Background: an optimization exercise with open tools, aiming at small area, a short achievable clock period and few clock cycles. Do not read the settings as production practice.
The RTL was checked by simulation tests, not by an equivalence proof against the original design.
No activity file was given, so power comes from the tool's default toggle rates.

==> build 67: inputs <==
Design framer, start of the top module:
module framer (
    input  wire        clk,
    input  wire        rst,         
    input  wire        bus_we,
    input  wire [7:0]  bus_addr,
    input  wire [31:0] bus_wdata,
    output reg  [31:0] bus_rdata,
    output reg  [7:0]  tx_data,
    output wire        tx_last,
    output wire        tx_valid,
    input  wire        tx_ready
);
==> module rot_eng, before the edit <==
module rot_eng (
    input  wire        clk,
    input  wire        rst,
    input  wire        start,     
    input  wire        lay14,     
    input  wire [31:0] mn,        
    input  wire [4:0]  msb,
    input  wire        nz,
    output wire        idle,
    output wire        fin,       
    output wire [51:0] frac,
    output wire [10:0] expo
);
    localparam [1:0] S_IDLE = 2'd0, S_LOAD = 2'd1, S_RUN = 2'd2;
    localparam [17:0] DV1 = 18'd13070;    
    localparam [11:0] DV2 = 12'd200;      
    reg  [1:0]  st;
    reg  [4:0]  cnt;
    reg  [55:0] w;
    reg  [13:0] r;        
    reg  [7:0]  rb;       
    reg  [5:0]  dl;       
    reg         nzr;
    reg         alr;      
    reg         al2;      
    wire run  = (st == S_RUN);
    wire c3   = (cnt == 5'd3);
    wire d1on = (cnt <= 5'd13);
    wire d2on = lay14 && (cnt >= 5'd3);
    assign idle = (st == S_IDLE);
    assign fin  = run && (lay14 ? (cnt == 5'd16) : (cnt == 5'd13));
    assign frac = w[51:0];
    assign expo = nzr ? {~dl[5], {5{dl[5]}}, dl[4:0]} : 11'd0;
    wire [17:0] t1 = {r, w[55:52]};
    reg  [3:0]  q1;
    reg  [17:0] m1;
    integer j;
    always @(*) begin
        q1 = 4'd0;
        for (j = 1; j < 16; j = j + 1)
            if (t1 >= j * DV1) q1 = j[3:0];
        m1 = q1 * DV1;
    end
    wire [17:0] r1 = t1 - m1;
    wire        al2n = (w[8:2] >= 7'd100);
    wire        a2   = c3 ? al2n : al2;
    wire [7:0]  rb0  = c3 ? (al2n ? {4'd0, w[8:5]} : {3'd0, w[8:4]}) : rb;
    wire [3:0]  din2 = (cnt == 5'd16) ? 4'b0100 :
                       (cnt == 5'd15) ? (a2 ? {w[4], 3'b110} : 4'b0110) :
                       (a2 ? w[4:1] : w[3:0]);
    wire [11:0] t2 = {rb0, din2};
    reg  [3:0]  q2;
    reg  [11:0] m2;
    always @(*) begin
        q2 = 4'd0;
        for (j = 1; j < 16; j = j + 1)
            if (t2 >= j * DV2) q2 = j[3:0];
        m2 = q2 * DV2;
    end
    wire [11:0] r2 = t2 - m2;
    wire al = (mn[31:19] >= 13'd6535);
    always @(posedge clk) begin
        if (rst)
            st <= S_IDLE;
        else if (start)
            st <= S_LOAD;
        else if (st == S_LOAD)
            st <= S_RUN;
        else if (fin)
            st <= S_IDLE;
    end
    always @(posedge clk) begin
        if (st == S_LOAD) begin
            w   <= al ? {mn[21:0], 21'd0, 13'd6535} : {mn[20:0], 22'd0, 13'd6535};
            r   <= al ? {4'd0, mn[31:22]} : {3'd0, mn[31:21]};
            dl  <= {1'b0, msb} - 6'd13;
            alr <= al;
            nzr <= nz;
            cnt <= 5'd0;
        end else if (run) begin
            cnt <= cnt + 5'd1;
            if (d1on)
                r <= r1[13:0];
            if (d2on)
                rb <= r2[7:0];
            if (cnt == 5'd0)
                dl <= dl - {5'd0, ~alr};
            if (c3 && lay14) begin
                al2 <= al2n;
                dl  <= dl - (al2n ? 6'd6 : 6'd7);
            end
            if (!d2on)
                w <= {w[51:0], q1};
            else if (cnt <= 5'd13)
                w <= {w[51:8], q2, w[3:0], q1};
            else if (cnt == 5'd14)
                w <= {w[51:8], q2, w[3:0], 4'd0};
            else if (cnt == 5'd15)
                w <= {w[55:8], q2, w[3:0]};
            else
                w <= {w[55:4], q2};
        end
    end
endmodule
export LEC_CHECK = 0
export CAP_MARGIN = 20
export CORE_MARGIN = 2
export CORE_UTILIZATION = 40
export SETUP_SLACK_MARGIN = 4.5
export SLEW_MARGIN = 20
create_clock -name core_clock -period 10.0 [get_ports {clk}]
run.sh (not shown) runs the stock make flow with config.mk's settings and CLKGATE_MAP_FILE= SYNTH_SCRIPT=/design/flow/synth_recipe.tcl, a recipe that flattens the netlist after the stock synthesis.
==> trial 53 (differences from build 67) <==
--- a/flow/design.v
+++ b/flow/design.v
@@ -29,100 +29,102 @@
     output wire        fin,       
     output wire [51:0] frac,
     output wire [10:0] expo
 );
     localparam [1:0] S_IDLE = 2'd0, S_LOAD = 2'd1, S_RUN = 2'd2;
     localparam [17:0] DV1 = 18'd13070;    
     localparam [11:0] DV2 = 12'd200;      
     reg  [1:0]  st;
-    reg  [4:0]  cnt;
-    reg  [55:0] w;
+    reg  [3:0]  cnt;
+    reg  [51:0] w;
     reg  [13:0] r;        
     reg  [7:0]  rb;       
     reg  [5:0]  dl;       
     reg         nzr;
     reg         alr;      
     reg         al2;      
     wire run  = (st == S_RUN);
-    wire c3   = (cnt == 5'd3);
-    wire d1on = (cnt <= 5'd13);
-    wire d2on = lay14 && (cnt >= 5'd3);
+    wire c3   = (cnt == 4'd3);
+    wire d1on = (cnt <= 4'd12);
+    wire d2on = lay14 && (cnt >= 4'd3);
     assign idle = (st == S_IDLE);
-    assign fin  = run && (lay14 ? (cnt == 5'd16) : (cnt == 5'd13));
-    assign frac = w[51:0];
+    assign fin  = run && (lay14 ? (cnt == 4'd15) : (cnt == 4'd12));
+    assign frac = w;
     assign expo = nzr ? {~dl[5], {5{dl[5]}}, dl[4:0]} : 11'd0;
-    wire [17:0] t1 = {r, w[55:52]};
+    wire [17:0] t1 = {r, w[51:48]};
     reg  [3:0]  q1;
     reg  [17:0] m1;
     integer j;
     always @(*) begin
         q1 = 4'd0;
         for (j = 1; j < 16; j = j + 1)
             if (t1 >= j * DV1) q1 = j[3:0];
         m1 = q1 * DV1;
     end
     wire [17:0] r1 = t1 - m1;
-    wire        al2n = (w[8:2] >= 7'd100);
+    wire        al2n = (w[11:6] >= 6'd36);
+    wire [8:0]  rb0a = {1'b1, w[11:4]} - 9'd200;
+    wire [8:0]  rb0b = {2'b01, w[11:5]} - 9'd200;
     wire        a2   = c3 ? al2n : al2;
-    wire [7:0]  rb0  = c3 ? (al2n ? {4'd0, w[8:5]} : {3'd0, w[8:4]}) : rb;
-    wire [3:0]  din2 = (cnt == 5'd16) ? 4'b0100 :
-                       (cnt == 5'd15) ? (a2 ? {w[4], 3'b110} : 4'b0110) :
+    wire [7:0]  rb0  = c3 ? (nzr ? (al2n ? rb0b[7:0] : rb0a[7:0]) : 8'd0) : rb;
+    wire [3:0]  din2 = (cnt == 4'd15) ? 4'b0100 :
+                       (cnt == 4'd14) ? (a2 ? {w[4], 3'b110} : 4'b0110) :
                        (a2 ? w[4:1] : w[3:0]);
     wire [11:0] t2 = {rb0, din2};
     reg  [3:0]  q2;
     reg  [11:0] m2;
     always @(*) begin
         q2 = 4'd0;
         for (j = 1; j < 16; j = j + 1)
             if (t2 >= j * DV2) q2 = j[3:0];
         m2 = q2 * DV2;
     end
     wire [11:0] r2 = t2 - m2;
-    wire al = (mn[31:19] >= 13'd6535);
+    wire        al  = (mn[31:18] >= 14'd13070);
+    wire [14:0] ra  = {1'b0, mn[31:18]} - 15'd13070;
+    wire [14:0] rna = mn[31:17] - 15'd13070;
     always @(posedge clk) begin
         if (rst)
             st <= S_IDLE;
         else if (start)
             st <= S_LOAD;
         else if (st == S_LOAD)
             st <= S_RUN;
         else if (fin)
             st <= S_IDLE;
     end
     always @(posedge clk) begin
         if (st == S_LOAD) begin
-            w   <= al ? {mn[21:0], 21'd0, 13'd6535} : {mn[20:0], 22'd0, 13'd6535};
-            r   <= al ? {4'd0, mn[31:22]} : {3'd0, mn[31:21]};
+            w   <= al ? {mn[17:0], 21'd0, 13'd6535} : {mn[16:0], 22'd0, 13'd6535};
+            r   <= nz ? (al ? ra[13:0] : rna[13:0]) : 14'd0;
             dl  <= {1'b0, msb} - 6'd13;
             alr <= al;
             nzr <= nz;
-            cnt <= 5'd0;
+            cnt <= 4'd0;
         end else if (run) begin
-            cnt <= cnt + 5'd1;
+            cnt <= cnt + 4'd1;
             if (d1on)
                 r <= r1[13:0];
             if (d2on)
                 rb <= r2[7:0];
-            if (cnt == 5'd0)
+            if (cnt == 4'd0)
                 dl <= dl - {5'd0, ~alr};
             if (c3 && lay14) begin
                 al2 <= al2n;
                 dl  <= dl - (al2n ? 6'd6 : 6'd7);
             end
             if (!d2on)
-                w <= {w[51:0], q1};
-            else if (cnt <= 5'd13)
-                w <= {w[51:8], q2, w[3:0], q1};
-            else if (cnt == 5'd14)
-                w <= {w[51:8], q2, w[3:0], 4'd0};
-            else if (cnt == 5'd15)
-                w <= {w[55:8], q2, w[3:0]};
+                w <= {w[47:0], q1};
+            else if (cnt <= 4'd13)
+                w <= {w[47:8], q2, w[3:0], q1};
+            else if (cnt == 4'd14)
+                w <= {w[51:8], q2, w[3:0]};
             else
-                w <= {w[55:4], q2};
+                w <= {w[51:4], q2};
         end
     end
 endmodule
 module framer (
     input  wire        clk,
     input  wire        rst,         
     input  wire        bus_we,
     input  wire [7:0]  bus_addr,
==> flow/config.mk (replaced) <==
export PLATFORM = sky130hd
export DESIGN_NAME = framer
export DESIGN_NICKNAME = framer
export VERILOG_FILES = /design/flow/design.v
export SDC_FILE = /design/flow/constraint.sdc
export NUM_CORES = 4
export LEC_CHECK = 0
export CAP_MARGIN = 20
export CORE_MARGIN = 2
export CORE_UTILIZATION = 60
export PLACE_DENSITY = 0.72
export SETUP_SLACK_MARGIN = 4.0
export SLEW_MARGIN = 20
==> build 43 (differences from build 67) <==
--- a/flow/design.v
+++ b/flow/design.v
@@ -29,100 +29,206 @@
     output wire        fin,       
     output wire [51:0] frac,
     output wire [10:0] expo
 );
     localparam [1:0] S_IDLE = 2'd0, S_LOAD = 2'd1, S_RUN = 2'd2;
     localparam [17:0] DV1 = 18'd13070;    
     localparam [11:0] DV2 = 12'd200;      
     reg  [1:0]  st;
-    reg  [4:0]  cnt;
-    reg  [55:0] w;
+    reg  [3:0]  cnt;
+    reg  [51:0] w;
     reg  [13:0] r;        
     reg  [7:0]  rb;       
     reg  [5:0]  dl;       
     reg         nzr;
     reg         alr;      
     reg         al2;      
     wire run  = (st == S_RUN);
-    wire c3   = (cnt == 5'd3);
-    wire d1on = (cnt <= 5'd13);
-    wire d2on = lay14 && (cnt >= 5'd3);
+    wire c3   = (cnt == 4'd3);
+    wire d1on = (cnt <= 4'd12);
+    wire d2on = lay14 && (cnt >= 4'd3);
     assign idle = (st == S_IDLE);
-    assign fin  = run && (lay14 ? (cnt == 5'd16) : (cnt == 5'd13));
-    assign frac = w[51:0];
+    assign fin  = run && (lay14 ? (cnt == 4'd15) : (cnt == 4'd12));
+    assign frac = w;
     assign expo = nzr ? {~dl[5], {5{dl[5]}}, dl[4:0]} : 11'd0;
-    wire [17:0] t1 = {r, w[55:52]};
+    wire [17:0] t1 = {r, w[51:48]};
     reg  [3:0]  q1;
     reg  [17:0] m1;
     integer j;
     always @(*) begin
         q1 = 4'd0;
         for (j = 1; j < 16; j = j + 1)
             if (t1 >= j * DV1) q1 = j[3:0];
         m1 = q1 * DV1;
     end
     wire [17:0] r1 = t1 - m1;
-    wire        al2n = (w[8:2] >= 7'd100);
+    wire        al2n = (w[11:6] >= 6'd36);
+    wire [8:0]  rb0a = {1'b1, w[11:4]} - 9'd200;
+    wire [8:0]  rb0b = {2'b01, w[11:5]} - 9'd200;
     wire        a2   = c3 ? al2n : al2;
-    wire [7:0]  rb0  = c3 ? (al2n ? {4'd0, w[8:5]} : {3'd0, w[8:4]}) : rb;
-    wire [3:0]  din2 = (cnt == 5'd16) ? 4'b0100 :
-                       (cnt == 5'd15) ? (a2 ? {w[4], 3'b110} : 4'b0110) :
+    wire [7:0]  rb0  = c3 ? (nzr ? (al2n ? rb0b[7:0] : rb0a[7:0]) : 8'd0) : rb;
+    wire [3:0]  din2 = (cnt == 4'd15) ? 4'b0100 :
+                       (cnt == 4'd14) ? (a2 ? {w[4], 3'b110} : 4'b0110) :
                        (a2 ? w[4:1] : w[3:0]);
     wire [11:0] t2 = {rb0, din2};
     reg  [3:0]  q2;
     reg  [11:0] m2;
     always @(*) begin
         q2 = 4'd0;
         for (j = 1; j < 16; j = j + 1)
             if (t2 >= j * DV2) q2 = j[3:0];
         m2 = q2 * DV2;
     end
     wire [11:0] r2 = t2 - m2;
+    wire        al  = (mn[31:18] >= 14'd13070);
+    wire [14:0] ra  = {1'b0, mn[31:18]} - 15'd13070;
+    wire [14:0] rna = mn[31:17] - 15'd13070;
+    always @(posedge clk) begin
+        if (rst)
+            st <= S_IDLE;
+        else if (start)
+            st <= S_LOAD;
+        else if (st == S_LOAD)
+            st <= S_RUN;
+        else if (fin)
+            st <= S_IDLE;
+    end
+    always @(posedge clk) begin
+        if (st == S_LOAD) begin
+            w   <= al ? {mn[17:0], 21'd0, 13'd6535} : {mn[16:0], 22'd0, 13'd6535};
+            r   <= nz ? (al ? ra[13:0] : rna[13:0]) : 14'd0;
+            dl  <= {1'b0, msb} - 6'd13;
+            alr <= al;
+            nzr <= nz;
+            cnt <= 4'd0;
+        end else if (run) begin
+            cnt <= cnt + 4'd1;
+            if (d1on)
+                r <= r1[13:0];
+            if (d2on)
+                rb <= r2[7:0];
+            if (cnt == 4'd0)
+                dl <= dl - {5'd0, ~alr};
+            if (c3 && lay14) begin
+                al2 <= al2n;
+                dl  <= dl - (al2n ? 6'd6 : 6'd7);
+            end
+            if (!d2on)
+                w <= {w[47:0], q1};
+            else if (cnt <= 4'd13)
+                w <= {w[47:8], q2, w[3:0], q1};
+            else if (cnt == 4'd14)
+                w <= {w[51:8], q2, w[3:0]};
+            else
+                w <= {w[51:4], q2};
+        end
+    end
+endmodule
+module rot_eng8 (
+    input  wire        clk,
+    input  wire        rst,
+    input  wire        start,     
+    input  wire        lay14,     
+    input  wire [31:0] mn,        
+    input  wire [4:0]  msb,
+    input  wire        nz,
+    output wire        idle,
+    output wire        fin,       
+    output wire [51:0] frac,
+    output wire [10:0] expo
+);
+    localparam [1:0] S_IDLE = 2'd0, S_LOAD = 2'd1, S_RUN = 2'd2;
+    localparam [16:0] DV1 = 17'd13070;    
+    localparam [10:0] DV2 = 11'd200;      
+    reg  [1:0]  st;
+    reg  [4:0]  cnt;
+    reg  [53:0] w;
+    reg  [13:0] r;        
+    reg  [7:0]  rb;       
+    reg  [5:0]  dl;       
+    reg         nzr;
+    reg         alr;      
+    reg         al2;      
+    wire run  = (st == S_RUN);
+    wire c4   = (cnt == 5'd4);
+    wire d1on = (cnt <= 5'd17);
+    wire d2on = lay14 && (cnt >= 5'd4);
+    assign idle = (st == S_IDLE);
+    assign fin  = run && (lay14 ? (cnt == 5'd21) : (cnt == 5'd17));
+    assign frac = w[51:0];
+    assign expo = nzr ? {~dl[5], {5{dl[5]}}, dl[4:0]} : 11'd0;
+    wire [16:0] t1 = {r, w[53:51]};
+    reg  [2:0]  q1;
+    reg  [16:0] m1;
+    integer j;
+    always @(*) begin
+        q1 = 3'd0;
+        for (j = 1; j < 8; j = j + 1)
+            if (t1 >= j * DV1) q1 = j[2:0];
+        m1 = q1 * DV1;
+    end
+    wire [16:0] r1 = t1 - m1;
+    wire        al2n = (w[10:4] >= 7'd100);
+    wire        a2   = c4 ? al2n : al2;
+    wire [7:0]  rb0  = c4 ? (nzr ? (al2n ? {2'd0, w[10:5]} : {1'd0, w[10:4]}) : 8'd0) : rb;
+    wire [2:0]  din2 = (cnt >= 5'd20) ? 3'b100 :
+                       (cnt == 5'd19) ? (a2 ? {w[4:3], 1'b1} : {w[3], 2'b01}) :
+                       (a2 ? w[4:2] : w[3:1]);
+    wire [10:0] t2 = {rb0, din2};
+    reg  [2:0]  q2;
+    reg  [10:0] m2;
+    always @(*) begin
+        q2 = 3'd0;
+        for (j = 1; j < 8; j = j + 1)
+            if (t2 >= j * DV2) q2 = j[2:0];
+        m2 = q2 * DV2;
+    end
+    wire [10:0] r2 = t2 - m2;
     wire al = (mn[31:19] >= 13'd6535);
     always @(posedge clk) begin
         if (rst)
             st <= S_IDLE;
         else if (start)
             st <= S_LOAD;
         else if (st == S_LOAD)
             st <= S_RUN;
         else if (fin)
             st <= S_IDLE;
     end
     always @(posedge clk) begin
         if (st == S_LOAD) begin
-            w   <= al ? {mn[21:0], 21'd0, 13'd6535} : {mn[20:0], 22'd0, 13'd6535};
-            r   <= al ? {4'd0, mn[31:22]} : {3'd0, mn[31:21]};
+            w   <= al ? {mn[19:0], 21'd0, 13'd6535} : {mn[18:0], 22'd0, 13'd6535};
+            r   <= al ? {2'd0, mn[31:20]} : {1'd0, mn[31:19]};
             dl  <= {1'b0, msb} - 6'd13;
             alr <= al;
             nzr <= nz;
             cnt <= 5'd0;
         end else if (run) begin
             cnt <= cnt + 5'd1;
             if (d1on)
                 r <= r1[13:0];
             if (d2on)
                 rb <= r2[7:0];
             if (cnt == 5'd0)
                 dl <= dl - {5'd0, ~alr};
-            if (c3 && lay14) begin
+            if (c4 && lay14) begin
                 al2 <= al2n;
                 dl  <= dl - (al2n ? 6'd6 : 6'd7);
             end
             if (!d2on)
-                w <= {w[51:0], q1};
-            else if (cnt <= 5'd13)
-                w <= {w[51:8], q2, w[3:0], q1};
-            else if (cnt == 5'd14)
-                w <= {w[51:8], q2, w[3:0], 4'd0};
-            else if (cnt == 5'd15)
-                w <= {w[55:8], q2, w[3:0]};
+                w <= {w[50:0], q1};
+            else if (cnt <= 5'd18)
+                w <= {w[50:6], q2, w[2:0], q1};
+            else if (cnt == 5'd19)
+                w <= {w[50:6], q2, 6'd0};
+            else if (cnt == 5'd20)
+                w <= {w[53:6], q2, w[2:0]};
             else
-                w <= {w[55:4], q2};
+                w <= {w[53:3], q2};
         end
     end
 endmodule
 module framer (
     input  wire        clk,
     input  wire        rst,         
     input  wire        bus_we,
     input  wire [7:0]  bus_addr,
@@ -192,17 +298,17 @@
     wire [23:0] neg_lo  = 24'd0 - pos_lo;
     wire        lo_zero = (pos_lo == 24'd0);
     wire [31:0] pos_abs = rx_data[7] ? {~rx_data + {7'd0, lo_zero}, neg_lo}
                                      : {rx_data, pos_lo};
     reg  [31:0] mag;
     always @(posedge clk)
         mag <= pos_abs;
     i2f_norm u_norm (.m(mag), .mn(nm), .msb(nmsb), .nz(nnz));
-    rot_eng u_e1 (
+    rot_eng8 u_e1 (
         .clk(clk), .rst(rst), .start(bw && rxcnt == 5'd11), .lay14(lay14),
         .mn(nm), .msb(nmsb), .nz(nnz), .idle(e1_idle),
         .fin(e1_fin), .frac(e1_frac), .expo(e1_exp)
     );
     rot_eng u_e2 (
         .clk(clk), .rst(rst), .start(bw && rxcnt == 5'd18), .lay14(lay14),
         .mn(nm), .msb(nmsb), .nz(nnz), .idle(e2_idle),
         .fin(e2_fin), .frac(e2_frac), .expo(e2_exp)
==> flow/config.mk (replaced) <==
export PLATFORM = sky130hd
export DESIGN_NAME = framer
export DESIGN_NICKNAME = framer
export VERILOG_FILES = /design/flow/design.v
export SDC_FILE = /design/flow/constraint.sdc
export NUM_CORES = 4
export LEC_CHECK = 0
export ABC_AREA = 1
export CAP_MARGIN = 20
export CORE_MARGIN = 2
export CORE_UTILIZATION = 40
export SETUP_SLACK_MARGIN = 4.0
export SLEW_MARGIN = 20
==> comparison <==
The highest register-to-register slack belongs to build 67, the lowest to trial 53. The highest die area belongs to build 43, the lowest to trial 53. Between build 43 and trial 53, the lower synthesized cell count is in trial 53 (gap 16%, measured against trial 53). Between build 67 and build 43, the lower clock-buffer cell count is in build 67 (gap 11). Against build 43, the routed wire length of trial 53 is larger by about 2.6%. The lowest global-route usage belongs to build 43, the highest to trial 53. The highest sequential share of layout area belongs to trial 53, the lowest to build 67. Clock power, lowest first: trial 53, build 67, build 43. In build 67 the sequential power is larger than in trial 53, by about 2%. Between build 43 and build 67, the lower first-iteration DRC count is in build 43 (gap 20%, measured against build 67).
Testbench counts of build 67, summed over its fixed seeds: cycles 18,689.
Testbench counts of trial 53, summed over its fixed seeds: cycles 18,305.
Testbench counts of build 43, summed over its fixed seeds: cycles 18,305.

[separate check: timing with driven ports]
Ports are ideal in the flow. The routed layouts listed here were re-timed in OpenROAD. Step 1: set_driving_cell puts a clkbuf_16 on clk and a buf_2 on each other input, an assumption about the parent block. Step 2 times the ports against the registers' clock, not the clock port: input delays grow and output delays shrink by t, the midpoint of the rising clock arrivals with the driver on. Three values: ideal, step 1, step 2; two values: the first two.
| run | t, ns | setup WS [ns] | latest minus earliest clock arrival (ns) |
|---|---|---|---|
| build 67 | 0.686 | 3.966 / 3.898 / 3.898 | 0.048 / 0.048 |
| trial 53 | 0.673 | 3.912 / 3.912 / 3.912 | 0.044 / 0.044 |
| build 43 | 0.694 | 3.940 / 3.913 / 3.913 | 0.068 / 0.067 |
After both steps setup and hold are still met in every run listed. For build 67, which loses most, drivers alone change the setup slack by -0.068 ns; drivers and shift together by -0.068 ns.
